This is an optimization exercise on Yosys and OpenROAD, whose aim is small area, not a production implementation. The RTL was checked by simulation tests, not by an equivalence proof against the original design.

`flow/flow/run.sh`:
```
#!/bin/bash
# The standard layout, with each port buffered by the smallest buffer
# (sky130_fd_sc_hd__buf_1) instead of the default clkdlybuf4s50_1.
set -euo pipefail
export BUFFER_PORTS_ARGS="-buffer_cell sky130_fd_sc_hd__buf_1"
bash standard.sh finish > flow_standard.log 2>&1
```
`flow/standard.sh`:
```
#!/bin/bash
# synth_recipe.tcl (not shown) runs the flow's synth.tcl, then flattens the netlist and writes it again
# the make line also repeats each setting of config.mk as NAME=value (left out here)
make -C /OpenROAD-flow-scripts/flow DESIGN_CONFIG=/design/flow/config.mk WORK_HOME=/design/flow/orfs CLKGATE_MAP_FILE= SYNTH_SCRIPT=/design/flow/synth_recipe.tcl "${@:-finish}"
```
`flow/config.mk`:
```
export PLATFORM = sky130hd
export DESIGN_NAME = pp_core
export DESIGN_NICKNAME = pp_core
export VERILOG_FILES = /design/flow/design.v
export SDC_FILE = /design/flow/constraint.sdc
export NUM_CORES = 4
export LEC_CHECK = 0
export CAP_MARGIN = 20
export CORE_MARGIN = 2
export CORE_UTILIZATION = 40
export CTS_CLUSTER_DIAMETER = 80
export CTS_CLUSTER_SIZE = 24
export PLACE_DENSITY = 0.6
export SLEW_MARGIN = 20
export SYNTH_HIERARCHICAL = 1
```
`flow/constraint.sdc`:
```
create_clock -name core_clock -period 12.0 [get_ports {clk}]
set_input_delay 2.4000 -clock core_clock [delete_from_list [all_inputs] [get_ports {clk}]]
set_output_delay 2.4000 -clock core_clock [all_outputs]
set_load 0.01 [all_outputs]
```
`flow/design.v`:
```
module pp_core (
    input  wire         clk,
    input  wire         rst,
    input  wire         cmd_valid,
    output wire         cmd_ready,
    input  wire [3:0]   cmd_code,
    input  wire [271:0] cmd_arg,
    output reg          rsp_valid,
    output reg  [1:0]   rsp_status,
    output wire [65:0]  rsp_data,
    output reg          tx_open_req,
    input  wire         tx_open_ack,
    input  wire         tx_open_ok,
    output reg          tx_wr_valid,
    output wire [31:0]  tx_wr_data,
    input  wire         tx_done,
    input  wire         tx_fail,
    output reg          tx_close,
    output wire [1:0]   phase,
    output wire [2:0]   err,
    output wire [1:0]   dstate
);
    localparam C_PARH   = 4'h1, C_PAR32 = 4'h2, C_ENCW  = 4'h3, C_TOBYTES = 4'h4,
               C_COUNT  = 4'h5, C_CMASK = 4'h6, C_PACKH = 4'h7, C_PACKB   = 4'h8,
               C_ENCPAT = 4'h9, C_LOAD  = 4'hA, C_START = 4'hB, C_LEN     = 4'hC,
               C_GET    = 4'hD, C_TICK  = 4'hE, C_STOP  = 4'hF;
    localparam PH_BUILD = 2'd0, PH_PLAY = 2'd1, PH_STOPPED = 2'd2, PH_HALT = 2'd3;
    localparam ST_OK = 2'd0, ST_REFUSED = 2'd1, ST_ERROR = 2'd2;
    localparam E_NONE = 3'd0, E_CONFIG = 3'd1, E_OPEN = 3'd2, E_WRITE = 3'd3, E_INDEX = 3'd4;
    reg  [511:0] cat;
    reg  [6:0]  cat_len;
    reg  [5:0]  cursor;
    reg  [1:0]  cnt_hi;               
    reg  [1:0]  cnt_lo;               
    reg  [1:0]  phase_r;
    reg  [2:0]  err_r;
    reg         stop_req;
    reg         wr_hdr;               
    reg         wr_body;              
    reg         open_wait;            
    reg  [31:0] rw;                   
    reg  [7:0]  rc;                   
    reg         f_low;                
    reg         f_ent;                
    reg         f_tick;               
    assign phase  = phase_r;
    assign err    = err_r;
    assign dstate = cnt_hi;
    wire busy = wr_hdr | wr_body;
    assign cmd_ready = !rst && !open_wait && (!busy || cmd_code == C_STOP);
    wire   accept    = cmd_valid && cmd_ready;
    wire [31:0] w = cmd_arg[31:0];
    wire        p_lo = ^w[15:0];
    wire        p_hi = ^w[31:16];
    wire        p_w  = p_lo ^ p_hi;
    wire [8:0]  count;
    pp_popcnt u_pop (.s(cmd_arg[255:0]), .c(count));
    wire [3:0]  code_eff = busy ? C_TICK : cmd_code;
    wire        sel_cur = code_eff[3] & code_eff[2] & code_eff[1];
    wire        sel_pp  = code_eff[0] & ~code_eff[2];
    wire [15:0] pm = sel_cur ? {10'd0, cursor} : sel_pp ? cmd_arg[271:256] : cmd_arg[15:0];
    function [1:0] m3add;
        input [1:0] x, y;
        reg   [2:0] t;
        begin
            t = x + y;
            m3add = (t >= 3'd3) ? t - 3'd3 : t[1:0];
        end
    endfunction
    function [1:0] m3dig;
        input [1:0] d;
        begin
            m3dig = (d == 2'd3) ? 2'd0 : d;
        end
    endfunction
    wire [1:0] m3 = m3add(m3add(m3add(m3dig(pm[1:0]),   m3dig(pm[3:2])),
                                m3add(m3dig(pm[5:4]),   m3dig(pm[7:6]))),
                          m3add(m3add(m3dig(pm[9:8]),   m3dig(pm[11:10])),
                                m3add(m3dig(pm[13:12]), m3dig(pm[15:14]))));
    wire [8:0]  mask = {{3{m3 == 2'd2}}, {3{m3 == 2'd1}}, {3{m3 == 2'd0}}};
    wire [31:0] body = {pm[7:0], mask, 14'd0, ~^pm[7:0]};
    wire [5:0]  slot = cat_len[5:0] + ~pm[5:0];
    wire [7:0]  rd;
    pp_rdmux u_rd (.d(cat), .a(slot), .q(rd));
    wire        get_bad = cmd_arg[15:0] >= {9'd0, cat_len};
    wire [1:0]  cnt_lo_nx = (cnt_lo == 2'd2) ? 2'd0 : cnt_lo + 2'd1;
    wire [1:0]  cnt_hi_nx = (cnt_lo != 2'd2) ? cnt_hi : (cnt_hi == 2'd2) ? 2'd0 : cnt_hi + 2'd1;
    wire [5:0]  cursor_nx = ({1'b0, cursor} + 7'd1 == cat_len) ? 6'd0 : cursor + 6'd1;
    reg [31:0] rw_nx;
    always @* begin
        case (code_eff)
            C_PARH:    rw_nx = {30'd0, p_hi, p_lo};
            C_PAR32:   rw_nx = {31'd0, p_w};
            C_ENCW:    rw_nx = {w[31:1], w[0] ^ p_w};
            C_TOBYTES: rw_nx = w;
            C_COUNT:   rw_nx = {23'd0, count};
            C_CMASK:   rw_nx = {23'd0, mask};
            C_PACKH:   rw_nx = {4'hF, cmd_arg[7:0], 20'h42000};
            C_PACKB:   rw_nx = {cmd_arg[7:0], cmd_arg[16:8], 15'd0};
            C_LOAD:    rw_nx = {25'd0, cat_len[6] ? 7'd1 : cat_len};
            C_START:   rw_nx = {29'd0, E_CONFIG};
            C_LEN:     rw_nx = {25'd0, cat_len};
            C_GET:     rw_nx = get_bad ? {29'd0, E_INDEX} : body;
            default:   rw_nx = body;              
        endcase
    end
    wire [31:0] hdr = {4'hF, rc, 20'h42000} | {31'd0, ^rc};
    assign rsp_data = ({66{f_low}}  & {34'd0, rw})
                    | ({66{f_ent}}  & {2'd0, hdr, 32'd0})
                    | ({66{f_tick}} & {hdr, rw, cnt_hi});
    assign tx_wr_data = wr_body ? rw : hdr;
    always @(posedge clk) begin
        rw <= open_wait ? {29'd0, E_OPEN} : rw_nx;
        rc <= code_eff[2] ? rd : count[7:0];
    end
    always @(posedge clk) begin
        f_low  <= 1'b0;
        f_ent  <= 1'b0;
        f_tick <= 1'b0;
        if (open_wait) begin
            f_low <= !tx_open_ok;
        end else if (accept) begin
            case (cmd_code)
                C_PARH, C_PAR32, C_ENCW, C_TOBYTES, C_COUNT, C_CMASK, C_PACKH, C_PACKB, C_LEN:
                    f_low <= 1'b1;
                C_ENCPAT: begin
                    f_low <= 1'b1;
                    f_ent <= 1'b1;
                end
                C_LOAD:  f_low <= phase_r == PH_BUILD;
                C_START: f_low <= phase_r == PH_BUILD && cat_len == 7'd0;
                C_GET: begin
                    f_low <= 1'b1;
                    f_ent <= !get_bad;
                end
                C_TICK:  f_tick <= phase_r == PH_PLAY && !stop_req;
                default: ;
            endcase
        end
    end
    always @(posedge clk) begin
        rsp_status <= ST_OK;
        if (rst) begin
            cat_len     <= 7'd0;
            cursor      <= 6'd0;
            cnt_hi      <= 2'd0;
            cnt_lo      <= 2'd0;
            phase_r     <= PH_BUILD;
            err_r       <= E_NONE;
            stop_req    <= 1'b0;
            wr_hdr      <= 1'b0;
            wr_body     <= 1'b0;
            open_wait   <= 1'b0;
            rsp_valid   <= 1'b0;
            tx_open_req <= 1'b0;
            tx_wr_valid <= 1'b0;
            tx_close    <= 1'b0;
        end else begin
            rsp_valid   <= 1'b0;
            tx_open_req <= 1'b0;
            tx_wr_valid <= 1'b0;
            tx_close    <= 1'b0;
            if (open_wait) begin
                if (tx_open_ack) begin
                    open_wait <= 1'b0;
                    rsp_valid <= 1'b1;
                    if (tx_open_ok) begin
                        cursor     <= 6'd0;
                        cnt_hi     <= 2'd0;
                        cnt_lo     <= 2'd0;
                        phase_r    <= PH_PLAY;
                        rsp_status <= ST_OK;
                    end else begin
                        if (err_r == E_NONE) err_r <= E_OPEN;
                        phase_r    <= PH_HALT;
                        rsp_status <= ST_ERROR;
                    end
                end
            end else if (busy) begin
                if (tx_done) begin
                    wr_hdr  <= 1'b0;
                    wr_body <= 1'b0;
                    if (wr_body) cursor <= cursor_nx;
                    if (tx_fail) begin
                        if (err_r == E_NONE) err_r <= E_WRITE;
                        tx_close <= 1'b1;           
                        phase_r  <= PH_HALT;
                    end else if (wr_hdr) begin
                        tx_wr_valid <= 1'b1;
                        wr_body     <= 1'b1;
                    end
                end
            end
            if (accept) begin
                rsp_valid  <= 1'b1;
                rsp_status <= ST_OK;
                case (cmd_code)
                    C_LOAD: begin
                        if (phase_r != PH_BUILD) begin
                            rsp_status <= ST_REFUSED;
                        end else if (cat_len[6]) begin
                            if (err_r == E_NONE) err_r <= E_CONFIG;
                            phase_r    <= PH_HALT;
                            rsp_status <= ST_ERROR;
                        end else begin
                            cat_len <= cat_len + 7'd1;
                        end
                    end
                    C_START: begin
                        if (phase_r != PH_BUILD) begin
                            rsp_status <= ST_REFUSED;
                        end else if (cat_len == 7'd0) begin
                            if (err_r == E_NONE) err_r <= E_CONFIG;
                            phase_r    <= PH_HALT;
                            rsp_status <= ST_ERROR;
                        end else begin
                            rsp_valid   <= 1'b0;
                            tx_open_req <= 1'b1;
                            open_wait   <= 1'b1;
                        end
                    end
                    C_GET: begin
                        if (get_bad) begin
                            if (err_r == E_NONE) err_r <= E_INDEX;
                            if (phase_r == PH_PLAY) tx_close <= 1'b1;
                            phase_r    <= PH_HALT;
                            rsp_status <= ST_ERROR;
                        end
                    end
                    C_TICK: begin
                        if (phase_r != PH_PLAY) begin
                            rsp_status <= ST_REFUSED;
                        end else if (stop_req) begin
                            tx_close <= 1'b1;
                            phase_r  <= PH_STOPPED;
                        end else begin
                            cnt_hi      <= cnt_hi_nx;
                            cnt_lo      <= cnt_lo_nx;
                            tx_wr_valid <= 1'b1;
                            wr_hdr      <= 1'b1;
                        end
                    end
                    C_STOP:    stop_req <= 1'b1;
                    4'h0:      rsp_status <= ST_REFUSED;    
                    default: ;
                endcase
            end
        end
    end
    always @(posedge clk) begin
        if (!rst && accept && cmd_code == C_LOAD && phase_r == PH_BUILD && !cat_len[6])
            cat <= {cat[503:0], count[7:0]};
    end
endmodule
module pp_rdmux (input wire [511:0] d, input wire [5:0] a, output wire [7:0] q);
    wire [7:0] col = 8'd1 << a[2:0];
    wire [7:0] row = 8'd1 << a[5:3];
    genvar h, b, l;
    generate
        for (b = 0; b < 8; b = b + 1) begin : g_bit
            wire [7:0] grp;
            for (h = 0; h < 8; h = h + 1) begin : g_grp
                wire [7:0] dd;
                for (l = 0; l < 8; l = l + 1) begin : g_l
                    assign dd[l] = d[64*h + 8*l + b];
                end
                pp_ao8 u_g (.d(dd), .s(col), .q(grp[h]));
            end
            pp_ao8 u_r (.d(grp), .s(row), .q(q[b]));
        end
    endgenerate
endmodule
module pp_ao8 (input wire [7:0] d, input wire [7:0] s, output wire q);
    wire n0, n1;
    pp_aoi222 u0 (.a(d[2:0]), .s(s[2:0]), .y(n0));
    pp_aoi222 u1 (.a(d[5:3]), .s(s[5:3]), .y(n1));
    assign q = ~(n0 & n1) | (d[6] & s[6]) | (d[7] & s[7]);
endmodule
module pp_aoi222 (input wire [2:0] a, input wire [2:0] s, output wire y);
    assign y = ~((a[0] & s[0]) | (a[1] & s[1]) | (a[2] & s[2]));
endmodule
module pp_popcnt (input wire [255:0] s, output wire [8:0] c);
  wire n257, n258;
  pp_fa un257 (.a(s[0]), .b(s[1]), .c(s[2]), .s(n257), .co(n258));
  wire n259, n260;
  pp_fa un259 (.a(s[3]), .b(s[4]), .c(s[5]), .s(n259), .co(n260));
  wire n261, n262;
  pp_fa un261 (.a(s[6]), .b(s[7]), .c(s[8]), .s(n261), .co(n262));
  wire n263, n264;
  pp_fa un263 (.a(s[9]), .b(s[10]), .c(s[11]), .s(n263), .co(n264));
  wire n265, n266;
  pp_fa un265 (.a(s[12]), .b(s[13]), .c(s[14]), .s(n265), .co(n266));
  wire n267, n268;
  pp_fa un267 (.a(s[15]), .b(s[16]), .c(s[17]), .s(n267), .co(n268));
  wire n269, n270;
  pp_fa un269 (.a(s[18]), .b(s[19]), .c(s[20]), .s(n269), .co(n270));
  wire n271, n272;
  pp_fa un271 (.a(s[21]), .b(s[22]), .c(s[23]), .s(n271), .co(n272));
  wire n273, n274;
  pp_fa un273 (.a(s[24]), .b(s[25]), .c(s[26]), .s(n273), .co(n274));
  wire n275, n276;
  pp_fa un275 (.a(s[27]), .b(s[28]), .c(s[29]), .s(n275), .co(n276));
  wire n277, n278;
  pp_fa un277 (.a(s[30]), .b(s[31]), .c(s[32]), .s(n277), .co(n278));
  wire n279, n280;
  pp_fa un279 (.a(s[33]), .b(s[34]), .c(s[35]), .s(n279), .co(n280));
  wire n281, n282;
  pp_fa un281 (.a(s[36]), .b(s[37]), .c(s[38]), .s(n281), .co(n282));
  wire n283, n284;
  pp_fa un283 (.a(s[39]), .b(s[40]), .c(s[41]), .s(n283), .co(n284));
  wire n285, n286;
  pp_fa un285 (.a(s[42]), .b(s[43]), .c(s[44]), .s(n285), .co(n286));
  wire n287, n288;
  pp_fa un287 (.a(s[45]), .b(s[46]), .c(s[47]), .s(n287), .co(n288));
  wire n289, n290;
  pp_fa un289 (.a(s[48]), .b(s[49]), .c(s[50]), .s(n289), .co(n290));
  wire n291, n292;
  pp_fa un291 (.a(s[51]), .b(s[52]), .c(s[53]), .s(n291), .co(n292));
  wire n293, n294;
  pp_fa un293 (.a(s[54]), .b(s[55]), .c(s[56]), .s(n293), .co(n294));
  wire n295, n296;
  pp_fa un295 (.a(s[57]), .b(s[58]), .c(s[59]), .s(n295), .co(n296));
  wire n297, n298;
  pp_fa un297 (.a(s[60]), .b(s[61]), .c(s[62]), .s(n297), .co(n298));
  wire n299, n300;
  pp_fa un299 (.a(s[63]), .b(s[64]), .c(s[65]), .s(n299), .co(n300));
  wire n301, n302;
  pp_fa un301 (.a(s[66]), .b(s[67]), .c(s[68]), .s(n301), .co(n302));
  wire n303, n304;
  pp_fa un303 (.a(s[69]), .b(s[70]), .c(s[71]), .s(n303), .co(n304));
  wire n305, n306;
  pp_fa un305 (.a(s[72]), .b(s[73]), .c(s[74]), .s(n305), .co(n306));
  wire n307, n308;
  pp_fa un307 (.a(s[75]), .b(s[76]), .c(s[77]), .s(n307), .co(n308));
  wire n309, n310;
  pp_fa un309 (.a(s[78]), .b(s[79]), .c(s[80]), .s(n309), .co(n310));
  wire n311, n312;
  pp_fa un311 (.a(s[81]), .b(s[82]), .c(s[83]), .s(n311), .co(n312));
  wire n313, n314;
  pp_fa un313 (.a(s[84]), .b(s[85]), .c(s[86]), .s(n313), .co(n314));
  wire n315, n316;
  pp_fa un315 (.a(s[87]), .b(s[88]), .c(s[89]), .s(n315), .co(n316));
  wire n317, n318;
  pp_fa un317 (.a(s[90]), .b(s[91]), .c(s[92]), .s(n317), .co(n318));
  wire n319, n320;
  pp_fa un319 (.a(s[93]), .b(s[94]), .c(s[95]), .s(n319), .co(n320));
  wire n321, n322;
  pp_fa un321 (.a(s[96]), .b(s[97]), .c(s[98]), .s(n321), .co(n322));
  wire n323, n324;
  pp_fa un323 (.a(s[99]), .b(s[100]), .c(s[101]), .s(n323), .co(n324));
  wire n325, n326;
  pp_fa un325 (.a(s[102]), .b(s[103]), .c(s[104]), .s(n325), .co(n326));
  wire n327, n328;
  pp_fa un327 (.a(s[105]), .b(s[106]), .c(s[107]), .s(n327), .co(n328));
  wire n329, n330;
  pp_fa un329 (.a(s[108]), .b(s[109]), .c(s[110]), .s(n329), .co(n330));
  wire n331, n332;
  pp_fa un331 (.a(s[111]), .b(s[112]), .c(s[113]), .s(n331), .co(n332));
  wire n333, n334;
  pp_fa un333 (.a(s[114]), .b(s[115]), .c(s[116]), .s(n333), .co(n334));
  wire n335, n336;
  pp_fa un335 (.a(s[117]), .b(s[118]), .c(s[119]), .s(n335), .co(n336));
  wire n337, n338;
  pp_fa un337 (.a(s[120]), .b(s[121]), .c(s[122]), .s(n337), .co(n338));
  wire n339, n340;
  pp_fa un339 (.a(s[123]), .b(s[124]), .c(s[125]), .s(n339), .co(n340));
  wire n341, n342;
  pp_fa un341 (.a(s[126]), .b(s[127]), .c(s[128]), .s(n341), .co(n342));
  wire n343, n344;
  pp_fa un343 (.a(s[129]), .b(s[130]), .c(s[131]), .s(n343), .co(n344));
  wire n345, n346;
  pp_fa un345 (.a(s[132]), .b(s[133]), .c(s[134]), .s(n345), .co(n346));
  wire n347, n348;
  pp_fa un347 (.a(s[135]), .b(s[136]), .c(s[137]), .s(n347), .co(n348));
  wire n349, n350;
  pp_fa un349 (.a(s[138]), .b(s[139]), .c(s[140]), .s(n349), .co(n350));
  wire n351, n352;
  pp_fa un351 (.a(s[141]), .b(s[142]), .c(s[143]), .s(n351), .co(n352));
  wire n353, n354;
  pp_fa un353 (.a(s[144]), .b(s[145]), .c(s[146]), .s(n353), .co(n354));
  wire n355, n356;
  pp_fa un355 (.a(s[147]), .b(s[148]), .c(s[149]), .s(n355), .co(n356));
  wire n357, n358;
  pp_fa un357 (.a(s[150]), .b(s[151]), .c(s[152]), .s(n357), .co(n358));
  wire n359, n360;
  pp_fa un359 (.a(s[153]), .b(s[154]), .c(s[155]), .s(n359), .co(n360));
  wire n361, n362;
  pp_fa un361 (.a(s[156]), .b(s[157]), .c(s[158]), .s(n361), .co(n362));
  wire n363, n364;
  pp_fa un363 (.a(s[159]), .b(s[160]), .c(s[161]), .s(n363), .co(n364));
  wire n365, n366;
  pp_fa un365 (.a(s[162]), .b(s[163]), .c(s[164]), .s(n365), .co(n366));
  wire n367, n368;
  pp_fa un367 (.a(s[165]), .b(s[166]), .c(s[167]), .s(n367), .co(n368));
  wire n369, n370;
  pp_fa un369 (.a(s[168]), .b(s[169]), .c(s[170]), .s(n369), .co(n370));
  wire n371, n372;
  pp_fa un371 (.a(s[171]), .b(s[172]), .c(s[173]), .s(n371), .co(n372));
  wire n373, n374;
  pp_fa un373 (.a(s[174]), .b(s[175]), .c(s[176]), .s(n373), .co(n374));
  wire n375, n376;
  pp_fa un375 (.a(s[177]), .b(s[178]), .c(s[179]), .s(n375), .co(n376));
  wire n377, n378;
  pp_fa un377 (.a(s[180]), .b(s[181]), .c(s[182]), .s(n377), .co(n378));
  wire n379, n380;
  pp_fa un379 (.a(s[183]), .b(s[184]), .c(s[185]), .s(n379), .co(n380));
  wire n381, n382;
  pp_fa un381 (.a(s[186]), .b(s[187]), .c(s[188]), .s(n381), .co(n382));
  wire n383, n384;
  pp_fa un383 (.a(s[189]), .b(s[190]), .c(s[191]), .s(n383), .co(n384));
  wire n385, n386;
  pp_fa un385 (.a(s[192]), .b(s[193]), .c(s[194]), .s(n385), .co(n386));
  wire n387, n388;
  pp_fa un387 (.a(s[195]), .b(s[196]), .c(s[197]), .s(n387), .co(n388));
  wire n389, n390;
  pp_fa un389 (.a(s[198]), .b(s[199]), .c(s[200]), .s(n389), .co(n390));
  wire n391, n392;
  pp_fa un391 (.a(s[201]), .b(s[202]), .c(s[203]), .s(n391), .co(n392));
  wire n393, n394;
  pp_fa un393 (.a(s[204]), .b(s[205]), .c(s[206]), .s(n393), .co(n394));
  wire n395, n396;
  pp_fa un395 (.a(s[207]), .b(s[208]), .c(s[209]), .s(n395), .co(n396));
  wire n397, n398;
  pp_fa un397 (.a(s[210]), .b(s[211]), .c(s[212]), .s(n397), .co(n398));
  wire n399, n400;
  pp_fa un399 (.a(s[213]), .b(s[214]), .c(s[215]), .s(n399), .co(n400));
  wire n401, n402;
  pp_fa un401 (.a(s[216]), .b(s[217]), .c(s[218]), .s(n401), .co(n402));
  wire n403, n404;
  pp_fa un403 (.a(s[219]), .b(s[220]), .c(s[221]), .s(n403), .co(n404));
  wire n405, n406;
  pp_fa un405 (.a(s[222]), .b(s[223]), .c(s[224]), .s(n405), .co(n406));
  wire n407, n408;
  pp_fa un407 (.a(s[225]), .b(s[226]), .c(s[227]), .s(n407), .co(n408));
  wire n409, n410;
  pp_fa un409 (.a(s[228]), .b(s[229]), .c(s[230]), .s(n409), .co(n410));
  wire n411, n412;
  pp_fa un411 (.a(s[231]), .b(s[232]), .c(s[233]), .s(n411), .co(n412));
  wire n413, n414;
  pp_fa un413 (.a(s[234]), .b(s[235]), .c(s[236]), .s(n413), .co(n414));
  wire n415, n416;
  pp_fa un415 (.a(s[237]), .b(s[238]), .c(s[239]), .s(n415), .co(n416));
  wire n417, n418;
  pp_fa un417 (.a(s[240]), .b(s[241]), .c(s[242]), .s(n417), .co(n418));
  wire n419, n420;
  pp_fa un419 (.a(s[243]), .b(s[244]), .c(s[245]), .s(n419), .co(n420));
  wire n421, n422;
  pp_fa un421 (.a(s[246]), .b(s[247]), .c(s[248]), .s(n421), .co(n422));
  wire n423, n424;
  pp_fa un423 (.a(s[249]), .b(s[250]), .c(s[251]), .s(n423), .co(n424));
  wire n425, n426;
  pp_fa un425 (.a(s[252]), .b(s[253]), .c(s[254]), .s(n425), .co(n426));
  wire n427, n428;
  pp_fa un427 (.a(s[255]), .b(n257), .c(n259), .s(n427), .co(n428));
  wire n429, n430;
  pp_fa un429 (.a(n261), .b(n263), .c(n265), .s(n429), .co(n430));
  wire n431, n432;
  pp_fa un431 (.a(n267), .b(n269), .c(n271), .s(n431), .co(n432));
  wire n433, n434;
  pp_fa un433 (.a(n273), .b(n275), .c(n277), .s(n433), .co(n434));
  wire n435, n436;
  pp_fa un435 (.a(n279), .b(n281), .c(n283), .s(n435), .co(n436));
  wire n437, n438;
  pp_fa un437 (.a(n285), .b(n287), .c(n289), .s(n437), .co(n438));
  wire n439, n440;
  pp_fa un439 (.a(n291), .b(n293), .c(n295), .s(n439), .co(n440));
  wire n441, n442;
  pp_fa un441 (.a(n297), .b(n299), .c(n301), .s(n441), .co(n442));
  wire n443, n444;
  pp_fa un443 (.a(n303), .b(n305), .c(n307), .s(n443), .co(n444));
  wire n445, n446;
  pp_fa un445 (.a(n309), .b(n311), .c(n313), .s(n445), .co(n446));
  wire n447, n448;
  pp_fa un447 (.a(n315), .b(n317), .c(n319), .s(n447), .co(n448));
  wire n449, n450;
  pp_fa un449 (.a(n321), .b(n323), .c(n325), .s(n449), .co(n450));
  wire n451, n452;
  pp_fa un451 (.a(n327), .b(n329), .c(n331), .s(n451), .co(n452));
  wire n453, n454;
  pp_fa un453 (.a(n333), .b(n335), .c(n337), .s(n453), .co(n454));
  wire n455, n456;
  pp_fa un455 (.a(n339), .b(n341), .c(n343), .s(n455), .co(n456));
  wire n457, n458;
  pp_fa un457 (.a(n345), .b(n347), .c(n349), .s(n457), .co(n458));
  wire n459, n460;
  pp_fa un459 (.a(n351), .b(n353), .c(n355), .s(n459), .co(n460));
  wire n461, n462;
  pp_fa un461 (.a(n357), .b(n359), .c(n361), .s(n461), .co(n462));
  wire n463, n464;
  pp_fa un463 (.a(n363), .b(n365), .c(n367), .s(n463), .co(n464));
  wire n465, n466;
  pp_fa un465 (.a(n369), .b(n371), .c(n373), .s(n465), .co(n466));
  wire n467, n468;
  pp_fa un467 (.a(n375), .b(n377), .c(n379), .s(n467), .co(n468));
  wire n469, n470;
  pp_fa un469 (.a(n381), .b(n383), .c(n385), .s(n469), .co(n470));
  wire n471, n472;
  pp_fa un471 (.a(n387), .b(n389), .c(n391), .s(n471), .co(n472));
  wire n473, n474;
  pp_fa un473 (.a(n393), .b(n395), .c(n397), .s(n473), .co(n474));
  wire n475, n476;
  pp_fa un475 (.a(n399), .b(n401), .c(n403), .s(n475), .co(n476));
  wire n477, n478;
  pp_fa un477 (.a(n405), .b(n407), .c(n409), .s(n477), .co(n478));
  wire n479, n480;
  pp_fa un479 (.a(n411), .b(n413), .c(n415), .s(n479), .co(n480));
  wire n481, n482;
  pp_fa un481 (.a(n417), .b(n419), .c(n421), .s(n481), .co(n482));
  wire n483, n484;
  pp_fa un483 (.a(n423), .b(n425), .c(n427), .s(n483), .co(n484));
  wire n485, n486;
  pp_fa un485 (.a(n429), .b(n431), .c(n433), .s(n485), .co(n486));
  wire n487, n488;
  pp_fa un487 (.a(n435), .b(n437), .c(n439), .s(n487), .co(n488));
  wire n489, n490;
  pp_fa un489 (.a(n441), .b(n443), .c(n445), .s(n489), .co(n490));
  wire n491, n492;
  pp_fa un491 (.a(n447), .b(n449), .c(n451), .s(n491), .co(n492));
  wire n493, n494;
  pp_fa un493 (.a(n453), .b(n455), .c(n457), .s(n493), .co(n494));
  wire n495, n496;
  pp_fa un495 (.a(n459), .b(n461), .c(n463), .s(n495), .co(n496));
  wire n497, n498;
  pp_fa un497 (.a(n465), .b(n467), .c(n469), .s(n497), .co(n498));
  wire n499, n500;
  pp_fa un499 (.a(n471), .b(n473), .c(n475), .s(n499), .co(n500));
  wire n501, n502;
  pp_fa un501 (.a(n477), .b(n479), .c(n481), .s(n501), .co(n502));
  wire n503, n504;
  pp_fa un503 (.a(n483), .b(n485), .c(n487), .s(n503), .co(n504));
  wire n505, n506;
  pp_fa un505 (.a(n489), .b(n491), .c(n493), .s(n505), .co(n506));
  wire n507, n508;
  pp_fa un507 (.a(n495), .b(n497), .c(n499), .s(n507), .co(n508));
  wire n509, n510;
  pp_fa un509 (.a(n501), .b(n503), .c(n505), .s(n509), .co(n510));
  wire n511, n512;
  pp_ha un511 (.a(n507), .b(n509), .s(n511), .co(n512));
  wire n513, n514;
  pp_fa un513 (.a(n258), .b(n260), .c(n262), .s(n513), .co(n514));
  wire n515, n516;
  pp_fa un515 (.a(n264), .b(n266), .c(n268), .s(n515), .co(n516));
  wire n517, n518;
  pp_fa un517 (.a(n270), .b(n272), .c(n274), .s(n517), .co(n518));
  wire n519, n520;
  pp_fa un519 (.a(n276), .b(n278), .c(n280), .s(n519), .co(n520));
  wire n521, n522;
  pp_fa un521 (.a(n282), .b(n284), .c(n286), .s(n521), .co(n522));
  wire n523, n524;
  pp_fa un523 (.a(n288), .b(n290), .c(n292), .s(n523), .co(n524));
  wire n525, n526;
  pp_fa un525 (.a(n294), .b(n296), .c(n298), .s(n525), .co(n526));
  wire n527, n528;
  pp_fa un527 (.a(n300), .b(n302), .c(n304), .s(n527), .co(n528));
  wire n529, n530;
  pp_fa un529 (.a(n306), .b(n308), .c(n310), .s(n529), .co(n530));
  wire n531, n532;
  pp_fa un531 (.a(n312), .b(n314), .c(n316), .s(n531), .co(n532));
  wire n533, n534;
  pp_fa un533 (.a(n318), .b(n320), .c(n322), .s(n533), .co(n534));
  wire n535, n536;
  pp_fa un535 (.a(n324), .b(n326), .c(n328), .s(n535), .co(n536));
  wire n537, n538;
  pp_fa un537 (.a(n330), .b(n332), .c(n334), .s(n537), .co(n538));
  wire n539, n540;
  pp_fa un539 (.a(n336), .b(n338), .c(n340), .s(n539), .co(n540));
  wire n541, n542;
  pp_fa un541 (.a(n342), .b(n344), .c(n346), .s(n541), .co(n542));
  wire n543, n544;
  pp_fa un543 (.a(n348), .b(n350), .c(n352), .s(n543), .co(n544));
  wire n545, n546;
  pp_fa un545 (.a(n354), .b(n356), .c(n358), .s(n545), .co(n546));
  wire n547, n548;
  pp_fa un547 (.a(n360), .b(n362), .c(n364), .s(n547), .co(n548));
  wire n549, n550;
  pp_fa un549 (.a(n366), .b(n368), .c(n370), .s(n549), .co(n550));
  wire n551, n552;
  pp_fa un551 (.a(n372), .b(n374), .c(n376), .s(n551), .co(n552));
  wire n553, n554;
  pp_fa un553 (.a(n378), .b(n380), .c(n382), .s(n553), .co(n554));
  wire n555, n556;
  pp_fa un555 (.a(n384), .b(n386), .c(n388), .s(n555), .co(n556));
  wire n557, n558;
  pp_fa un557 (.a(n390), .b(n392), .c(n394), .s(n557), .co(n558));
  wire n559, n560;
  pp_fa un559 (.a(n396), .b(n398), .c(n400), .s(n559), .co(n560));
  wire n561, n562;
  pp_fa un561 (.a(n402), .b(n404), .c(n406), .s(n561), .co(n562));
  wire n563, n564;
  pp_fa un563 (.a(n408), .b(n410), .c(n412), .s(n563), .co(n564));
  wire n565, n566;
  pp_fa un565 (.a(n414), .b(n416), .c(n418), .s(n565), .co(n566));
  wire n567, n568;
  pp_fa un567 (.a(n420), .b(n422), .c(n424), .s(n567), .co(n568));
  wire n569, n570;
  pp_fa un569 (.a(n426), .b(n428), .c(n430), .s(n569), .co(n570));
  wire n571, n572;
  pp_fa un571 (.a(n432), .b(n434), .c(n436), .s(n571), .co(n572));
  wire n573, n574;
  pp_fa un573 (.a(n438), .b(n440), .c(n442), .s(n573), .co(n574));
  wire n575, n576;
  pp_fa un575 (.a(n444), .b(n446), .c(n448), .s(n575), .co(n576));
  wire n577, n578;
  pp_fa un577 (.a(n450), .b(n452), .c(n454), .s(n577), .co(n578));
  wire n579, n580;
  pp_fa un579 (.a(n456), .b(n458), .c(n460), .s(n579), .co(n580));
  wire n581, n582;
  pp_fa un581 (.a(n462), .b(n464), .c(n466), .s(n581), .co(n582));
  wire n583, n584;
  pp_fa un583 (.a(n468), .b(n470), .c(n472), .s(n583), .co(n584));
  wire n585, n586;
  pp_fa un585 (.a(n474), .b(n476), .c(n478), .s(n585), .co(n586));
  wire n587, n588;
  pp_fa un587 (.a(n480), .b(n482), .c(n513), .s(n587), .co(n588));
  wire n589, n590;
  pp_fa un589 (.a(n515), .b(n517), .c(n519), .s(n589), .co(n590));
  wire n591, n592;
  pp_fa un591 (.a(n521), .b(n523), .c(n525), .s(n591), .co(n592));
  wire n593, n594;
  pp_fa un593 (.a(n527), .b(n529), .c(n531), .s(n593), .co(n594));
  wire n595, n596;
  pp_fa un595 (.a(n533), .b(n535), .c(n537), .s(n595), .co(n596));
  wire n597, n598;
  pp_fa un597 (.a(n539), .b(n541), .c(n543), .s(n597), .co(n598));
  wire n599, n600;
  pp_fa un599 (.a(n545), .b(n547), .c(n549), .s(n599), .co(n600));
  wire n601, n602;
  pp_fa un601 (.a(n551), .b(n553), .c(n555), .s(n601), .co(n602));
  wire n603, n604;
  pp_fa un603 (.a(n557), .b(n559), .c(n561), .s(n603), .co(n604));
  wire n605, n606;
  pp_fa un605 (.a(n563), .b(n565), .c(n567), .s(n605), .co(n606));
  wire n607, n608;
  pp_fa un607 (.a(n484), .b(n486), .c(n488), .s(n607), .co(n608));
  wire n609, n610;
  pp_fa un609 (.a(n490), .b(n492), .c(n494), .s(n609), .co(n610));
  wire n611, n612;
  pp_fa un611 (.a(n496), .b(n498), .c(n500), .s(n611), .co(n612));
  wire n613, n614;
  pp_fa un613 (.a(n502), .b(n569), .c(n571), .s(n613), .co(n614));
  wire n615, n616;
  pp_fa un615 (.a(n573), .b(n575), .c(n577), .s(n615), .co(n616));
  wire n617, n618;
  pp_fa un617 (.a(n579), .b(n581), .c(n583), .s(n617), .co(n618));
  wire n619, n620;
  pp_fa un619 (.a(n585), .b(n587), .c(n589), .s(n619), .co(n620));
  wire n621, n622;
  pp_fa un621 (.a(n591), .b(n593), .c(n595), .s(n621), .co(n622));
  wire n623, n624;
  pp_fa un623 (.a(n597), .b(n599), .c(n601), .s(n623), .co(n624));
  wire n625, n626;
  pp_fa un625 (.a(n603), .b(n605), .c(n607), .s(n625), .co(n626));
  wire n627, n628;
  pp_fa un627 (.a(n609), .b(n611), .c(n613), .s(n627), .co(n628));
  wire n629, n630;
  pp_fa un629 (.a(n615), .b(n617), .c(n619), .s(n629), .co(n630));
  wire n631, n632;
  pp_fa un631 (.a(n621), .b(n623), .c(n504), .s(n631), .co(n632));
  wire n633, n634;
  pp_fa un633 (.a(n506), .b(n508), .c(n510), .s(n633), .co(n634));
  wire n635, n636;
  pp_fa un635 (.a(n625), .b(n627), .c(n629), .s(n635), .co(n636));
  wire n637, n638;
  pp_fa un637 (.a(n631), .b(n512), .c(n633), .s(n637), .co(n638));
  wire n639, n640;
  pp_ha un639 (.a(n635), .b(n637), .s(n639), .co(n640));
  wire n641, n642;
  pp_fa un641 (.a(n514), .b(n516), .c(n518), .s(n641), .co(n642));
  wire n643, n644;
  pp_fa un643 (.a(n520), .b(n522), .c(n524), .s(n643), .co(n644));
  wire n645, n646;
  pp_fa un645 (.a(n526), .b(n528), .c(n530), .s(n645), .co(n646));
  wire n647, n648;
  pp_fa un647 (.a(n532), .b(n534), .c(n536), .s(n647), .co(n648));
  wire n649, n650;
  pp_fa un649 (.a(n538), .b(n540), .c(n542), .s(n649), .co(n650));
  wire n651, n652;
  pp_fa un651 (.a(n544), .b(n546), .c(n548), .s(n651), .co(n652));
  wire n653, n654;
  pp_fa un653 (.a(n550), .b(n552), .c(n554), .s(n653), .co(n654));
  wire n655, n656;
  pp_fa un655 (.a(n556), .b(n558), .c(n560), .s(n655), .co(n656));
  wire n657, n658;
  pp_fa un657 (.a(n562), .b(n564), .c(n566), .s(n657), .co(n658));
  wire n659, n660;
  pp_fa un659 (.a(n568), .b(n570), .c(n572), .s(n659), .co(n660));
  wire n661, n662;
  pp_fa un661 (.a(n574), .b(n576), .c(n578), .s(n661), .co(n662));
  wire n663, n664;
  pp_fa un663 (.a(n580), .b(n582), .c(n584), .s(n663), .co(n664));
  wire n665, n666;
  pp_fa un665 (.a(n586), .b(n588), .c(n590), .s(n665), .co(n666));
  wire n667, n668;
  pp_fa un667 (.a(n592), .b(n594), .c(n596), .s(n667), .co(n668));
  wire n669, n670;
  pp_fa un669 (.a(n598), .b(n600), .c(n602), .s(n669), .co(n670));
  wire n671, n672;
  pp_fa un671 (.a(n604), .b(n606), .c(n641), .s(n671), .co(n672));
  wire n673, n674;
  pp_fa un673 (.a(n643), .b(n645), .c(n647), .s(n673), .co(n674));
  wire n675, n676;
  pp_fa un675 (.a(n649), .b(n651), .c(n653), .s(n675), .co(n676));
  wire n677, n678;
  pp_fa un677 (.a(n655), .b(n657), .c(n659), .s(n677), .co(n678));
  wire n679, n680;
  pp_fa un679 (.a(n661), .b(n663), .c(n665), .s(n679), .co(n680));
  wire n681, n682;
  pp_fa un681 (.a(n667), .b(n669), .c(n671), .s(n681), .co(n682));
  wire n683, n684;
  pp_fa un683 (.a(n673), .b(n675), .c(n608), .s(n683), .co(n684));
  wire n685, n686;
  pp_fa un685 (.a(n610), .b(n612), .c(n614), .s(n685), .co(n686));
  wire n687, n688;
  pp_fa un687 (.a(n616), .b(n618), .c(n620), .s(n687), .co(n688));
  wire n689, n690;
  pp_fa un689 (.a(n622), .b(n624), .c(n626), .s(n689), .co(n690));
  wire n691, n692;
  pp_fa un691 (.a(n628), .b(n630), .c(n677), .s(n691), .co(n692));
  wire n693, n694;
  pp_fa un693 (.a(n679), .b(n681), .c(n632), .s(n693), .co(n694));
  wire n695, n696;
  pp_fa un695 (.a(n683), .b(n685), .c(n687), .s(n695), .co(n696));
  wire n697, n698;
  pp_fa un697 (.a(n634), .b(n636), .c(n689), .s(n697), .co(n698));
  wire n699, n700;
  pp_fa un699 (.a(n691), .b(n693), .c(n695), .s(n699), .co(n700));
  wire n701, n702;
  pp_fa un701 (.a(n638), .b(n697), .c(n699), .s(n701), .co(n702));
  wire n703, n704;
  pp_ha un703 (.a(n640), .b(n701), .s(n703), .co(n704));
  wire n705, n706;
  pp_fa un705 (.a(n642), .b(n644), .c(n646), .s(n705), .co(n706));
  wire n707, n708;
  pp_fa un707 (.a(n648), .b(n650), .c(n652), .s(n707), .co(n708));
  wire n709, n710;
  pp_fa un709 (.a(n654), .b(n656), .c(n658), .s(n709), .co(n710));
  wire n711, n712;
  pp_fa un711 (.a(n705), .b(n707), .c(n709), .s(n711), .co(n712));
  wire n713, n714;
  pp_fa un713 (.a(n660), .b(n662), .c(n664), .s(n713), .co(n714));
  wire n715, n716;
  pp_fa un715 (.a(n666), .b(n668), .c(n670), .s(n715), .co(n716));
  wire n717, n718;
  pp_fa un717 (.a(n672), .b(n674), .c(n676), .s(n717), .co(n718));
  wire n719, n720;
  pp_fa un719 (.a(n678), .b(n680), .c(n682), .s(n719), .co(n720));
  wire n721, n722;
  pp_fa un721 (.a(n711), .b(n713), .c(n715), .s(n721), .co(n722));
  wire n723, n724;
  pp_fa un723 (.a(n717), .b(n684), .c(n686), .s(n723), .co(n724));
  wire n725, n726;
  pp_fa un725 (.a(n688), .b(n690), .c(n692), .s(n725), .co(n726));
  wire n727, n728;
  pp_fa un727 (.a(n719), .b(n721), .c(n694), .s(n727), .co(n728));
  wire n729, n730;
  pp_fa un729 (.a(n696), .b(n723), .c(n698), .s(n729), .co(n730));
  wire n731, n732;
  pp_fa un731 (.a(n725), .b(n700), .c(n727), .s(n731), .co(n732));
  wire n733, n734;
  pp_fa un733 (.a(n729), .b(n702), .c(n731), .s(n733), .co(n734));
  wire n735, n736;
  pp_ha un735 (.a(n704), .b(n733), .s(n735), .co(n736));
  wire n737, n738;
  pp_fa un737 (.a(n706), .b(n708), .c(n710), .s(n737), .co(n738));
  wire n739, n740;
  pp_fa un739 (.a(n712), .b(n737), .c(n714), .s(n739), .co(n740));
  wire n741, n742;
  pp_fa un741 (.a(n716), .b(n718), .c(n720), .s(n741), .co(n742));
  wire n743, n744;
  pp_fa un743 (.a(n722), .b(n724), .c(n739), .s(n743), .co(n744));
  wire n745, n746;
  pp_fa un745 (.a(n726), .b(n741), .c(n728), .s(n745), .co(n746));
  wire n747, n748;
  pp_fa un747 (.a(n743), .b(n730), .c(n732), .s(n747), .co(n748));
  wire n749, n750;
  pp_fa un749 (.a(n745), .b(n734), .c(n747), .s(n749), .co(n750));
  wire n751, n752;
  pp_ha un751 (.a(n736), .b(n749), .s(n751), .co(n752));
  wire n753, n754;
  pp_fa un753 (.a(n738), .b(n740), .c(n742), .s(n753), .co(n754));
  wire n755, n756;
  pp_fa un755 (.a(n744), .b(n753), .c(n746), .s(n755), .co(n756));
  wire n757, n758;
  pp_fa un757 (.a(n748), .b(n755), .c(n750), .s(n757), .co(n758));
  wire n759, n760;
  pp_ha un759 (.a(n752), .b(n757), .s(n759), .co(n760));
  wire n761, n762;
  pp_fa un761 (.a(n754), .b(n756), .c(n758), .s(n761), .co(n762));
  wire n763, n764;
  pp_ha un763 (.a(n760), .b(n761), .s(n763), .co(n764));
  wire n765, n766;
  pp_ha un765 (.a(n762), .b(n764), .s(n765), .co(n766));
  assign c[0] = n511;
  assign c[1] = n639;
  assign c[2] = n703;
  assign c[3] = n735;
  assign c[4] = n751;
  assign c[5] = n759;
  assign c[6] = n763;
  assign c[7] = n765;
  assign c[8] = n766;
endmodule
module pp_fa (input wire a, input wire b, input wire c, output wire s, output wire co);
  assign s  = a ^ b ^ c;
  assign co = ~((~a & ~b) | (~a & ~c) | (~b & ~c));
endmodule
module pp_ha (input wire a, input wire b, output wire s, output wire co);
  assign s  = a ^ b;
  assign co = a & b;
endmodule
```
==> reports/qor.txt, run 1 <==
CTS tree: done
Clock sinks: 587
Critical Path RT: 12.51 ns
Path type of the worst setup path: input pin to register
Worst Hold Depth: 0
Area leader, netlist: edfxtp_1
Max-cap viol count: 0
Vias in the first global route: 19.36k
H-tree Lvls: 1
Post-synthesis sequential area ratio: 58.06%
R2R depth: 24
Synth Instances: 1820
Min-Delay Path Class: register to register
Starting Density: 40.52%
Largest net degree at the start of global routing: 202
Row count: 98
Gates resized, CTS repair: 0
Cts bufs inserted: 30
Critical Path End Type: register
Area after DPL: 31630 um2
CP most frequent cell: ha_1
Post-synth top cells: edfxtp_1, fa_1, a222oi_1, nand3_1, a22oi_1
Count leader, synth: edfxtp_1
Post-CTS Hold Fix Bufs: 0
Drt via density: 5.876
Top_reg_cell synth: edfxtp_1
Core region area: 71730 um2
Crit path arrival time: 9.35 ns
Global route overflow: 0
Drt pass-1 iters: 9
Die area: 74840 um2
Ys async rst share: 0%
Slew @ Worst Pin: 1.312 ns
Rel. slew slack: 12.53%
Post-CTS Setup Bufs: 0
Cell variety after synth: 73
Worst-path clk slew: 0.10 ns
Clock Latency Late Sink: 0.62 ns
Initial antenna violation count: 2
IO Port Bufs: 380
CTS Buffer Depth: 3
Post-synth EDFFs: 512
Top cells by area, synth: edfxtp_1, fa_1, a222oi_1, dfxtp_1, a22oi_1
# setup viols final: 0
Fin crit share: 73.62%
First-pass GRT wire length: 122900 um
Mapped cell area: 29070 um2
Total instance count after detailed placement: 3118
Fmax: 113.2 MHz
# DRC: 0
Fin crit period: 8.835 ns
Worst-path maximum fanout: 21
Final hold vios: 0
Min Hold Slack: 0.4464 ns
Count of state elements after synthesis: 587
Synth-to-layout area growth: 11.88%
Avg WL per Cell: 25.90 um
Max Transition Viols Final: 0
Die height: 273.6 um
RSZ-0062 raised after global routing: false
Outcome: no timing/DRC/antenna violations
Worst path slowest cell: a311o_1
Final #Nets: 2784
DR vias: 18.59k
Routability cong.: 0.9894
Startpoint class of the critical path: input pin
Finished Layout Cells: 3163
Fraction of layout cells with a size suffix above 1: 4.975%
I/O pin count: 395
Total track usage: 21.69%
Final antenna-violating net count: 0
CTS root buffer: clkbuf_16
Final Cell Area: 32520 um2
Die Width: 273.6 um
Post-synth top area share: 52.89%
Routed WL: 81930 um
Avg Inst Size Synth: 15.97 um2
Clock skew: 0.02052 ns
HPWL Detailed: 58380 um
YS warnings: 7
CP max stage delay: 0.70 ns
First DRT Iteration DRCs: 2463
Worst path cell trace: buf_1, buf_4, a311o_1, a211oi_1, nor2_1, ha_1, fa_1, ha_1, or3_1, a21oi_1, ha_1, fa_1, ha_1, or3_1, a21oi_1, ha_1, fa_1, ha_1, nor3_1, mux2i_1, mux2_2, a221oi_1, a2bb2oi_1, o211ai_1
## cells in the final DEF, fill, tap and decap left out, types with 7 or more instances in the layout
cell type  netlist  layout
dfxtp_1         75      74
mux2_2          21      21
nand3_1         97      97
a31oi_1          7       7
buf_4           29      28
edfxtp_1       512     512
conb_1           1      14
o22ai_1          9       9
clkbuf_16        0      30
nor2_1          46      46
a22o_1          39      39
nor2b_1          7       7
fa_1           254     254
a222oi_1       152     152
xor2_1          12      12
nand2b_1        15      15
buf_1            5     380
nand3b_1        14      14
inv_1           29      29
a21oi_1         57      57
o21ai_0         18      18
nand2_1         44      44
ha_1            47      47
a22oi_1         84      84
o21a_1           7       7
and2_1          26      26
nor3_1          17      16
xnor2_1         45      45
or3_1            9       9
a221oi_1         7       7
## registers in the layout, indices dropped and copies added (netlist names)
signal,cells
f_tick,1
rw,32
rsp_valid,1
cnt_lo,2
cat,512
err_r,3
rc,8
open_wait,1
phase_r,2
tx_open_req,1
wr_body,1
cnt_hi,2
tx_wr_valid,1
cat_len,7
stop_req,1
rsp_status,2
f_ent,1
f_low,1
wr_hdr,1
tx_close,1
cursor,6
## final timing paths
check	startpoint	end	slack [ns]
worst max-delay path	cmd_code[3]	rw[0]	3.17
worst min register to register	cat[119]	cat[127]	0.45
worst min-delay path	cat[119]	cat[127]	0.45
worst max register to register	wr_body	rw[0]	4.23
## cells by family (layout without fill, tap and decap cells)
group | count (synthesis) | in the layout | share of synthesized area, %
AOI/OAI and AO/OA | 417 | 417 | 11.68
and+or+nand+nor | 323 | 323 | 6.001
DFF | 587 | 587 | 58.06
other | 1 | 16 | 0.01290
buffers and inverters | 104 | 482 | 1.761
xor gates and xnor gates | 59 | 59 | 1.872
muxes | 27 | 27 | 1.063
adders and majority gates | 302 | 302 | 19.55
## stage by stage
step / TNS, ns / utilization (%) / setup WS, ns
after detailed placement: 0 / 44.10 / 2.374
after floorplan: -4008.22 / - / -7.891
final: 0 / 45.34 / 3.165
after global routing: 0 / 45.33 / 2.787
after global placement: 0 / 44.10 / 2.604
after CTS: 0 / 45.32 / 3.033
## Yosys stat by module (local to each module, per instance), excerpt
module / area, um2 / times used / cells inside / flip-flops and latches
pp_ao8: 12.51 / 72 / 2 / 0
pp_ha: 12.51 / 8 / 1 / 0
pp_popcnt: 67.56 / 1 / 9 / 0
pp_fa: 20.02 / 247 / 1 / 0
pp_core: 21480 / 1 / 1252 / 587
pp_rdmux: 130.1 / 1 / 16 / 0
## metal layers
metal / routed length (um) / vias to the layer above / part of all wire, % / track usage [%]
met4: 2030 / 2 / 2.5 / 4.774
met2: 40900 / 872 / 50 / 37.11
li1: - / 8017 / - / -
met1: 33220 / 9596 / 41 / 29.92
met5: 11 / - / 0.013 / 0
met3: 5760 / 99 / 7.0 / 2.307
## critical path: cells and delay by family
kind            cells  cell delay (ns)
mux                 2             0.58
buf+inv             2             0.28
fa+ha+maj           9             2.68
compound gates      7             2.35
simple gates        4             1.06
## final cells by class
type                            count  area [um2]
Fill cell                        6422       39210
Inverter                           29       108.9
Antenna cell                        2       5.005
Multi-Input combinational cell   1142       11790
Clock inverter                      8       105.1
Clock buffer                       35       769.5
Sequential cell                   587       16880
Timing Repair Buffer              410        1677
Tap cell                          950        1189
==> run 2, diff against run 1 <==
--- a/flow/design.v
+++ b/flow/design.v
@@ -61,29 +61,15 @@
     wire [15:0] pm = sel_cur ? {10'd0, cursor} : sel_pp ? cmd_arg[271:256] : cmd_arg[15:0];
-    function [1:0] m3add;
-        input [1:0] x, y;
-        reg   [2:0] t;
-        begin
-            t = x + y;
-            m3add = (t >= 3'd3) ? t - 3'd3 : t[1:0];
-        end
-    endfunction
-    function [1:0] m3dig;
-        input [1:0] d;
-        begin
-            m3dig = (d == 2'd3) ? 2'd0 : d;
-        end
-    endfunction
-    wire [1:0] m3 = m3add(m3add(m3add(m3dig(pm[1:0]),   m3dig(pm[3:2])),
-                                m3add(m3dig(pm[5:4]),   m3dig(pm[7:6]))),
-                          m3add(m3add(m3dig(pm[9:8]),   m3dig(pm[11:10])),
-                                m3add(m3dig(pm[13:12]), m3dig(pm[15:14]))));
-    wire [8:0]  mask = {{3{m3 == 2'd2}}, {3{m3 == 2'd1}}, {3{m3 == 2'd0}}};
-    wire [31:0] body = {pm[7:0], mask, 14'd0, ~^pm[7:0]};
-    wire [5:0]  slot = cat_len[5:0] + ~pm[5:0];
+    wire [2:0]  m3oh;
+    wire        id_par;
+    pp_mod3 u_m3 (.p(pm), .oh(m3oh), .par8(id_par));
+    wire [8:0]  mask = {{3{m3oh[2]}}, {3{m3oh[1]}}, {3{m3oh[0]}}};
+    wire [31:0] body = {pm[7:0], mask, 14'd0, ~id_par};
+    wire [7:0]  slot_d = {1'b0, cat_len} + {2'b11, ~pm[5:0]};
+    wire [5:0]  slot = slot_d[5:0];
     wire [7:0]  rd;
     pp_rdmux u_rd (.d(cat), .a(slot), .q(rd));
-    wire        get_bad = cmd_arg[15:0] >= {9'd0, cat_len};
+    wire        get_bad = slot_d[7] | (|cmd_arg[15:6]);
     wire [1:0]  cnt_lo_nx = (cnt_lo == 2'd2) ? 2'd0 : cnt_lo + 2'd1;
     wire [1:0]  cnt_hi_nx = (cnt_lo != 2'd2) ? cnt_hi : (cnt_hi == 2'd2) ? 2'd0 : cnt_hi + 2'd1;
-    wire [5:0]  cursor_nx = ({1'b0, cursor} + 7'd1 == cat_len) ? 6'd0 : cursor + 6'd1;
+    wire [5:0]  cursor_nx = (slot == 6'd0) ? 6'd0 : cursor + 6'd1;
     reg [31:0] rw_nx;
@@ -281,2 +267,27 @@
 endmodule
+module pp_mod3 (input wire [15:0] p, output wire [2:0] oh, output wire par8);
+    wire s1a, c1a, s1b, c1b, s2a, c2a, s2b, c2b;
+    pp_fa f0 (.a(p[0]),  .b(p[2]),  .c(p[4]),  .s(s1a), .co(c1a));
+    pp_fa f1 (.a(p[8]),  .b(p[10]), .c(p[12]), .s(s1b), .co(c1b));
+    pp_fa f2 (.a(p[1]),  .b(p[3]),  .c(p[5]),  .s(s2a), .co(c2a));
+    pp_fa f3 (.a(p[9]),  .b(p[11]), .c(p[13]), .s(s2b), .co(c2b));
+    assign par8 = s1a ^ s2a ^ p[6] ^ p[7];
+    wire x1, y1, x2, y2, z1, t1, z2, t2;
+    pp_fa f4 (.a(s1a), .b(s1b), .c(p[6]), .s(x1), .co(y1));
+    pp_fa f5 (.a(p[14]), .b(c2a), .c(c2b), .s(x2), .co(y2));
+    pp_fa f6 (.a(c1a), .b(c1b), .c(s2a), .s(z1), .co(t1));
+    pp_fa f7 (.a(s2b), .b(p[7]), .c(p[15]), .s(z2), .co(t2));
+    wire u1, v1, u2, v2;
+    pp_fa f8 (.a(x1), .b(x2), .c(t1), .s(u1), .co(v1));
+    pp_fa f9 (.a(y1), .b(y2), .c(z1), .s(u2), .co(v2));
+    wire a, b, c, d;
+    pp_fa f10 (.a(u1), .b(t2), .c(v2), .s(a), .co(b));
+    pp_fa f11 (.a(v1), .b(u2), .c(z2), .s(c), .co(d));
+    wire e, f, g, h;
+    pp_ha h0 (.a(a), .b(d), .s(e), .co(f));
+    pp_fa f12 (.a(b), .b(c), .c(f), .s(g), .co(h));
+    assign oh[0] = (~e & ~h & ~g) | ((e ^ h) & g);
+    assign oh[1] = ((e ^ h) & ~g) | (e & h & g);
+    assign oh[2] = (e & h & ~g) | (~e & ~h & g);
+endmodule
 module pp_popcnt (input wire [255:0] s, output wire [8:0] c);
--- a/flow/config.mk
+++ b/flow/config.mk
@@ -9,6 +9,6 @@
 export CORE_MARGIN = 2
-export CORE_UTILIZATION = 40
+export CORE_UTILIZATION = 60
 export CTS_CLUSTER_DIAMETER = 80
 export CTS_CLUSTER_SIZE = 24
-export PLACE_DENSITY = 0.6
+export PLACE_DENSITY = 0.72
 export SLEW_MARGIN = 20
==> reports/qor.txt, run 2 <==
Min Hold Slack: 0.4401 ns
Vias in the first global route: 18.87k
# DRC: 0
HPWL Detailed: 57290 um
I/O pin count: 395
Worst-path maximum fanout: 3
Gates resized, CTS repair: 0
Post-CTS Setup Bufs: 0
Layout fillers: 3424
Post-synth top area share: 53.53%
Drt via density: 6.647
Critical Path End Type: register
Worst-path clk slew: 0.10 ns
Commonest non-fill, non-tap cell in the layout: edfxtp_1
Post-synth EDFFs: 512
Startpoint class of the critical path: input pin
Clock sinks: 587
Initial antenna violation count: 0
Ys async rst share: 0%
CP bufs+invs: 1
Count leader, synth: edfxtp_1
Core region area: 47450 um2
CTS Buffer Depth: 3
CTS root buffer: clkbuf_16
Total track usage: 32.26%
Outcome: no timing/DRC/antenna violations
Fraction of layout cells with a size suffix above 1: 5.466%
Flip-flop count of the largest register after layout: 512
Routability cong.: 1.011
Largest net degree at the start of global routing: 228
Fin crit share: 73.45%
Rel. slew slack: 23.12%
Final #Nets: 2718
Worst path slowest cell: fa_1
First DRT Iteration DRCs: 2661
Avg WL per Cell: 28.67 um
Post-CTS Hold Fix Bufs: 0
Cts bufs inserted: 30
Die height: 222.8 um
Cell variety after synth: 75
IO Port Bufs: 380
Path type of the worst setup path: input pin to register
RSZ-0062 raised after global routing: false
Largest Register: cat
Total Neg Setup Slack: 0 ns
Fmax: 113.4 MHz
Synth Instances: 1777
First-pass GRT wire length: 119200 um
Die area: 49630 um2
Routed WL: 80060 um
Worst path cell trace: buf_1, fa_1, fa_1, fa_1, fa_1, fa_1, fa_1, fa_1, fa_1, fa_1, fa_1, fa_1, fa_1, ha_1, ha_1, a221oi_1, nor2_1
Top cells by area, synth: edfxtp_1, fa_1, a222oi_1, dfxtp_1, a22oi_1
Top_reg_cell synth: edfxtp_1
Max Transition Viols Final: 0
Post-synth top cells: edfxtp_1, fa_1, a222oi_1, a22oi_1, nand3_1
Post-synthesis sequential area ratio: 58.76%
Registers with the most flip-flops: cat: 512 flops, rw: 32 flops, rc: 8 flops
Finished Core Util: 66.99%
CP most frequent cell: fa_1
DR vias: 18.57k
Final antenna-violating net count: 0
Max-cap viol count: 0
Slew @ Worst Pin: 1.144 ns
Fin crit period: 8.815 ns
YS warnings: 7
Mapped cell area: 28720 um2
Drt pass-1 iters: 10
Global route overflow: 0
Critical Path RT: 12.49 ns
Avg Inst Size Synth: 16.16 um2
Min-Delay Path Class: register to register
# setup viols final: 0
CP max stage delay: 0.60 ns
Total instance count after detailed placement: 2735
Finished Layout Cells: 2793
Largest delay share family, worst path: adder cells
Die Width: 222.8 um
Count of state elements after synthesis: 587
Crit path arrival time: 9.30 ns
Clock skew: 0.02423 ns
Most frequent cells in the layout: edfxtp_1, buf_1, fa_1
Final hold vios: 0
CTS tree: done
Clock Latency Late Sink: 0.61 ns
Synth-to-layout area growth: 10.66%
Starting Density: 60.53%
Row count: 80
Area leader, netlist: edfxtp_1
H-tree Lvls: 1
==> run 2: modules after synthesis (local to each module, per instance) <==
| module | copies in the design | flip-flops and latches | cell area, um2 |
|---|---|---|---|
| pp_mod3 | 1 | 0 | 92.59 |
| pp_rdmux | 1 | 0 | 130.1 |
| pp_popcnt | 1 | 0 | 67.56 |
| pp_core | 1 | 587 | 20770 |
| pp_aoi222 | 144 | 0 | 10.01 |
| pp_ha | 9 | 0 | 12.51 |
| pp_ao8 | 72 | 0 | 12.51 |
| pp_fa | 260 | 0 | 20.02 |
==> run 2: kinds of logic (layout without fill, tap and decap cells) <==
family | after synthesis | count (layout) | share of synthesized area, %
xor+xnor | 53 | 53 | 1.616
mux | 24 | 24 | 0.9280
other cells | 1 | 15 | 0.01306
buf+inv | 104 | 491 | 1.838
simple gates | 323 | 323 | 5.890
compound gates | 401 | 401 | 11.80
flops | 587 | 587 | 58.76
fa+ha+maj | 284 | 284 | 19.16
==> run 2: final timing paths <==
kind | slack, ns | cells after the start | endpoint | from
setup / recovery | 3.19 | 17 | rw[7] | cmd_arg[44]
hold / removal | 0.44 | 0 | cat[233] | cat[225]
setup reg to reg | 5.22 | 18 | rc[6] | wr_body
hold reg to reg | 0.44 | 0 | cat[233] | cat[225]
==> run 2: metrics by stage <==
step / area (um2) / setup slack (ns)
2_1_floorplan: 28800 / -9.094
3_3_place_gp: 30800 / 2.582
3_5_place_dp: 30800 / 2.554
4_1_cts: 31750 / 3.198
5_1_grt: 31780 / 2.987
6_report: 31780 / 3.185
==> run 2: area by class of cell <==
class	instances	area, um2	area share (%)
Sequential cell	587	16880	53.10
Multi-Input combinational cell	1099	11410	35.89
Timing Repair Buffer	406	1670	5.256
Clock buffer	50	847.1	2.665
Tap cell	615	769.5	2.421
Inverter	29	108.9	0.3425
Clock inverter	6	98.84	0.3110
Antenna cell	1	2.502	0.007874
==> run 2: routing by layer <==
metal	share of wire [%]	GRT usage [%]	vias to the layer above	routed length, um
li1	-	-	7825	-
met2	48	51.34	1038	38800
met3	7.8	4.179	125	6270
met4	3.7	11.67	0	2934
met1	40	46.52	9578	32060
met5	0	0	-	0
==> run 3, diff against run 2 <==
--- a/flow/config.mk
+++ b/flow/config.mk
@@ -9,6 +9,6 @@
 export CORE_MARGIN = 2
-export CORE_UTILIZATION = 60
+export CORE_UTILIZATION = 40
 export CTS_CLUSTER_DIAMETER = 80
 export CTS_CLUSTER_SIZE = 24
-export PLACE_DENSITY = 0.72
+export PLACE_DENSITY = 0.6
 export SLEW_MARGIN = 20
==> reports/qor.txt, run 3 <==
Final Cell Area: 32230 um2
Antenna cells: 0
HPWL Detailed: 58320 um
R2r setup slk: 5.69 ns
Worst path slowest cell: fa_1
Largest Register: cat
CTS tree: done
I/O pin count: 395
Fin crit period: 8.722 ns
Final #Nets: 2724
Cell variety after synth: 75
IO Port Bufs: 380
Fin crit share: 72.68%
Worst-path maximum fanout: 7
Core region area: 71240 um2
Rel. slew slack: 13.02%
Crit. Startpoint: cmd_arg[0]
Total track usage: 21.97%
# DRC: 0
Synth-to-layout area growth: 12.22%
Mapped cell area: 28720 um2
Most frequent cells in the layout: edfxtp_1, buf_1, fa_1
RSZ-0062 raised after global routing: false
Registers with the most flip-flops: cat: 512 flops, rw: 32 flops, rc: 8 flops
Count leader, synth: edfxtp_1
Drt pass-1 iters: 10
Count of state elements after synthesis: 587
Routed WL: 82620 um
CP most frequent cell: fa_1
Clock sinks: 587
Setup crit end: rw[7]
Path type of the worst setup path: input pin to register
Die area: 73960 um2
Flip-flop count of the largest register after layout: 512
R2R depth: 19
Post-CTS Setup Bufs: 0
Clock Latency Late Sink: 0.63 ns
Post-synthesis sequential area ratio: 58.76%
Row count: 98
Area after DPL: 31270 um2
Reg-to-reg endpoint: rc[0]
Avg Inst Size Synth: 16.16 um2
CTS root buffer: clkbuf_16
CTS Buffer Depth: 3
Ys async rst share: 0%
Fraction of layout cells with a size suffix above 1: 5.942%
Post-CTS Hold Fix Bufs: 0
Finished Core Util: 45.24%
Synth Instances: 1777
Worst-path clk slew: 0.09 ns
CP max stage delay: 0.57 ns
Top cells by area, synth: edfxtp_1, fa_1, a222oi_1, dfxtp_1, a22oi_1
Largest net degree at the start of global routing: 201
# setup viols final: 0
CP bufs+invs: 1
Area leader, netlist: edfxtp_1
First DRT Iteration DRCs: 2649
Gates resized, CTS repair: 0
Worst path cell trace: buf_1, fa_1, fa_1, fa_1, fa_1, fa_1, fa_1, fa_1, fa_1, fa_1, fa_1, fa_1, fa_1, ha_1, ha_1, a221oi_1, nor2_1
Post-synth EDFFs: 512
Vias in the first global route: 19.26k
Starting Density: 40.31%
Startpoint class of the critical path: input pin
Layout fillers: 6315
Die height: 272.0 um
Commonest non-fill, non-tap cell in the layout: edfxtp_1
Avg WL per Cell: 26.47 um
Global route overflow: 0
Die Width: 272.0 um
First-pass GRT wire length: 123200 um
Routability cong.: 0.9799
DR vias: 18.48k
Cts bufs inserted: 31
Min-Delay Path Class: register to register
Drt via density: 5.922
H-tree Lvls: 1
Max Transition Viols Final: 0
Final hold vios: 0
Fmax: 114.7 MHz
Critical Path End Type: register
WP depth: 17
Slew @ Worst Pin: 1.305 ns
Top_reg_cell synth: edfxtp_1
Max-cap viol count: 0
RR Startpoint: wr_body
Outcome: no timing/DRC/antenna violations
Initial antenna violation count: 2
Final antenna-violating net count: 0
Crit path arrival time: 9.24 ns
Largest delay share family, worst path: adder cells
Clock skew: 0.01905 ns
Critical Path RT: 12.52 ns
YS warnings: 7
Post-synth top cells: edfxtp_1, fa_1, a222oi_1, a22oi_1, nand3_1
Post-synth top area share: 53.53%
## run 3: cell counts after synthesis
No cell type changed its count.
## run 3: layout make-up
type | count | area [um2] | share of cell area [%]
Sequential cell | 587 | 16880 | 52.37
Multi-Input combinational cell | 1099 | 11410 | 35.39
Timing Repair Buffer | 411 | 1684 | 5.226
Tap cell | 950 | 1189 | 3.688
Clock buffer | 34 | 787.0 | 2.442
Clock inverter | 11 | 173.9 | 0.5396
Inverter | 29 | 108.9 | 0.3378
## run 3: kinds of logic after synthesis
family,after synthesis,synth area share [%]
AOI/OAI and AO/OA,401,11.80
buffers and inverters,104,1.838
xor gates and xnor gates,53,1.616
DFF,587,58.76
adders and majority gates,284,19.16
other,1,0.01306
and+or+nand+nor,323,5.890
muxes,24,0.9280
## run 3: worst min path at each step
stage,start,to,cells past startpoint
finish,cat[2],cat[10],0
global route,cat[114],cat[122],0
CTS,cat[15],cat[23],0
detailed placement,cat[455],cat[463],0
global placement,cat[54],cat[62],0
floorplan,cat[92],cat[100],0
## run 3: per-module statistics from Yosys, one instance, submodules excluded
module / copies in the design / area [um2]
pp_ao8: 72 / 12.51
pp_aoi222: 144 / 10.01
pp_core: 1 / 20770
pp_fa: 260 / 20.02
pp_ha: 9 / 12.51
pp_mod3: 1 / 92.59
pp_popcnt: 1 / 67.56
pp_rdmux: 1 / 130.1
## run 3: stage by stage
| step | std cells | hold slack [ns] | setup TNS, ns | worst slack [ns] |
|---|---|---|---|---|
| detailed placement | 3076 | 0.4312 | 0 | 2.600 |
| finish | 3121 | 0.4497 | 0 | 3.278 |
| global placement | 3076 | 0.4302 | 0 | 2.577 |
| floorplan | 1790 | 0.4260 | -4100.79 | -9.094 |
| global route | 3121 | 0.4589 | 0 | 3.033 |
| CTS | 3121 | 0.4539 | 0 | 3.259 |
## run 3: per-layer routing
metal / GRT usage [%] / part of all wire (%) / vias to the layer above / routed length, um
li1: - / - / 7823 / -
met1: 30.52 / 40 / 9605 / 33320
met2: 37.39 / 50 / 946 / 41440
met3: 2.742 / 7.2 / 104 / 5987
met4: 4.367 / 2.2 / 4 / 1842
met5: 0 / 0.035 / - / 29

-- afterwards: timing with drivers on the ports --
In the flow no input, the clock included, has a driving cell. The finished layouts below were timed again as built, in two steps. Step 1 sets driving cells, clkbuf_16 on the clock port and buf_2 on the other inputs (assumed; they add their load-dependent delay and slew). Step 2 times the ports against the registers' clock, not the clock port: input delays grow and output delays shrink by t, the midpoint of the rising clock arrivals with the driver on. Three values: no drivers, after step 1, after step 2; two values: the first two.
run	t, ns	setup WS [ns]	worst setup path at the end	worst register clock-pin slew, ns
run 1	0.675	3.165 / 3.202 / 2.527	input to register	0.10 / 0.10
run 2	0.661	3.185 / 3.217 / 2.556	input to register	0.10 / 0.10
run 3	0.682	3.278 / 3.300 / 2.617	input to register	0.10 / 0.10
After both steps every run listed still meets setup and hold. The setup slack of run 3, which loses most, moves by +0.022 ns with the drivers and by -0.661 ns with both steps.
